This is an optimization exercise on Yosys and OpenROAD, whose aim is small area, a short achievable clock period and few clock cycles, not a production implementation.
Only simulation tests tie the RTL to the original design; equivalence was not proved.
Power and IR drop assume default switching activity.

==> flow/design.v (excerpt) <==
module pcb_top (
    input  wire        clk,
    input  wire        rst,
    input  wire        req,
    input  wire        we,
    input  wire [15:0] addr,
    input  wire [31:0] wdata,
    output wire        ack,
    output wire [31:0] rdata
);
    localparam [63:0]  INIT_TIMEOUT_RESET = 64'h3FF0000000000000;
    localparam integer F_CORRUPT = 0, F_SHORT = 1, F_EMPTY = 2, F_SEQ_MATCH = 3,
                       F_FRAME_OK = 4, F_ACCEPT = 5, F_ACK_MATCH = 6, F_ADVANCED = 7,
                       F_RTT_UPDATED = 8;
    localparam integer E_CMD = 0, E_LEN = 1, E_ADDR = 2, E_RTT = 3;
    reg         eng;             
    reg  [31:0] cmd_last;
    reg  [8:0]  flags;
    reg  [3:0]  errs;
    reg  [5:0]  txplen;          
    reg  [6:0]  rxflen;          
    reg  [7:0]  ackin0, ackin1;
    reg  [1:0]  acklen;
    reg  [7:0]  ackbyte;
    reg         ackv;
    reg         tx_seq, rx_exp, retx;
    reg  [7:0]  rxseq;
    reg  [15:0] rxcsum;
    reg         seqv, hdrv;
    reg  [15:0] csum;
    reg  [63:0] sample, est, dev, tmo, inittmo;
    reg  [31:0] txm [0:15];
    reg  [31:0] rxm [0:15];
    reg  [4:0]  tx_h, rx_h;
    reg  [15:0] tx_a, rx_a;
    reg  [31:0] tx_l, rx_l;
    reg  [3:0]  cs_j;            
    reg         cs_rx;
    reg         rtt_busy;
    reg  [4:0]  rtt_step;
    reg  [2:0]  wb_dst;          
    reg         wb_abs;
    reg  [63:0] p1r;             
    wire        aligned = (addr[1:0] == 2'b00);
    wire        lowpg   = (addr[15:7] == 9'd0);
    wire        is_reg  = aligned && lowpg && (!addr[6] || (addr[5:4] == 2'b00));    
    wire        is_txw  = aligned && (addr[15:12] == 4'h1) && (addr[11:6] == 6'd0);
    wire        is_rxw  = aligned && (addr[15:12] == 4'h2) && (addr[11:6] == 6'd0);
    wire        mapped  = is_reg || is_txw || is_rxw;
    wire [4:0]  ra      = addr[6:2];
    wire [3:0]  wk      = addr[5:2];
    wire [31:0] w = wdata;
    wire        c_nop      = (w == 32'h00000000);
    wire        c_enc      = (w == 32'h00001000);
    wire        c_enci     = (w[31:1] == 31'h00000801);
    wire        c_verify   = (w == 32'h00001100);
    wire        c_ackenc   = (w == 32'h00001200);
    wire        c_ackenci  = (w[31:1] == 31'h00000901);
    wire        c_ackchk   = (w == 32'h00001300);
  ...
make LEC_CHECK=0 CAP_MARGIN=20 CORE_MARGIN=2 CORE_UTILIZATION=45 PLACE_DENSITY=0.6 SLEW_MARGIN=20 finish   # period 25.0 ns
run.sh (not shown) runs the stock make flow with config.mk's settings and CLKGATE_MAP_FILE= SYNTH_SCRIPT=/design/flow/synth_recipe.tcl, a recipe that flattens the netlist after the stock synthesis.
The first run passed the timing, DRC and antenna checks.
Testbench counts at the start, summed over its fixed seeds: cycles 20,090.
==> next run, changes <==
==> flow/flow/run.sh (new file) <==
#!/bin/bash
set -euo pipefail
MARGIN=11.5
EXTRA="SETUP_SLACK_MARGIN=$MARGIN 'BUFFER_PORTS_ARGS=-buffer_cell sky130_fd_sc_hd__buf_4'"
sed 's/ "\${@:-finish}"/ '"$EXTRA"' "${@:-finish}"/' standard.sh > standard_tuned.sh
grep -q "SETUP_SLACK_MARGIN=$MARGIN 'BUFFER_PORTS_ARGS=-buffer_cell sky130_fd_sc_hd__buf_4'" standard_tuned.sh
bash standard.sh synth > flow_synth.log 2>&1
bash standard_tuned.sh finish > flow_layout.log 2>&1
test -s out/final.def
==> flow/standard.sh (new file) <==
#!/bin/bash
# synth_recipe.tcl (not shown) runs the flow's synth.tcl, then flattens the netlist and writes it again
# the make line also repeats each setting of config.mk as NAME=value (left out here)
make -C /OpenROAD-flow-scripts/flow DESIGN_CONFIG=/design/flow/config.mk WORK_HOME=/design/flow/orfs CLKGATE_MAP_FILE= SYNTH_SCRIPT=/design/flow/synth_recipe.tcl "${@:-finish}"
removed: flow/run.sh
What happened: Routed wire length fell slightly; cell area rose slightly; core utilization climbs by 0.47 points; first-iteration DRC count is higher by a few percent; power went up slightly; critical path depth went down by 4; via count is higher slightly.

-- separate check: timing with driven ports --
Ports are ideal in the flow. The routed layouts listed here were re-timed in OpenROAD. Step 1 sets driving cells, clkbuf_16 on the clock port and buf_2 on the other inputs (assumed; they add their load-dependent delay and slew). Step 2 also shifts input and output timing later by t, the mid clock arrival at the registers, as if the neighbouring blocks saw the same clock. a / b / c = ideal ports / drivers / drivers and shift; a / b = the first two.
| run | t (ns) | slack for setup (ns) | hold slack, ns | worst slew at a driven data input, ns |
|---|---|---|---|---|
| the first run | 0.998 | 9.211 / 9.048 / 9.048 | 0.455 / 0.455 / 0.455 | 0.26 |
| the second run | 0.951 | 11.265 / 11.232 / 11.232 | 0.455 / 0.455 / 0.455 | 0.21 |
After both steps every run listed still meets setup and hold. For the first run, which loses most, drivers alone change the setup slack by -0.163 ns; drivers and shift together by -0.163 ns.
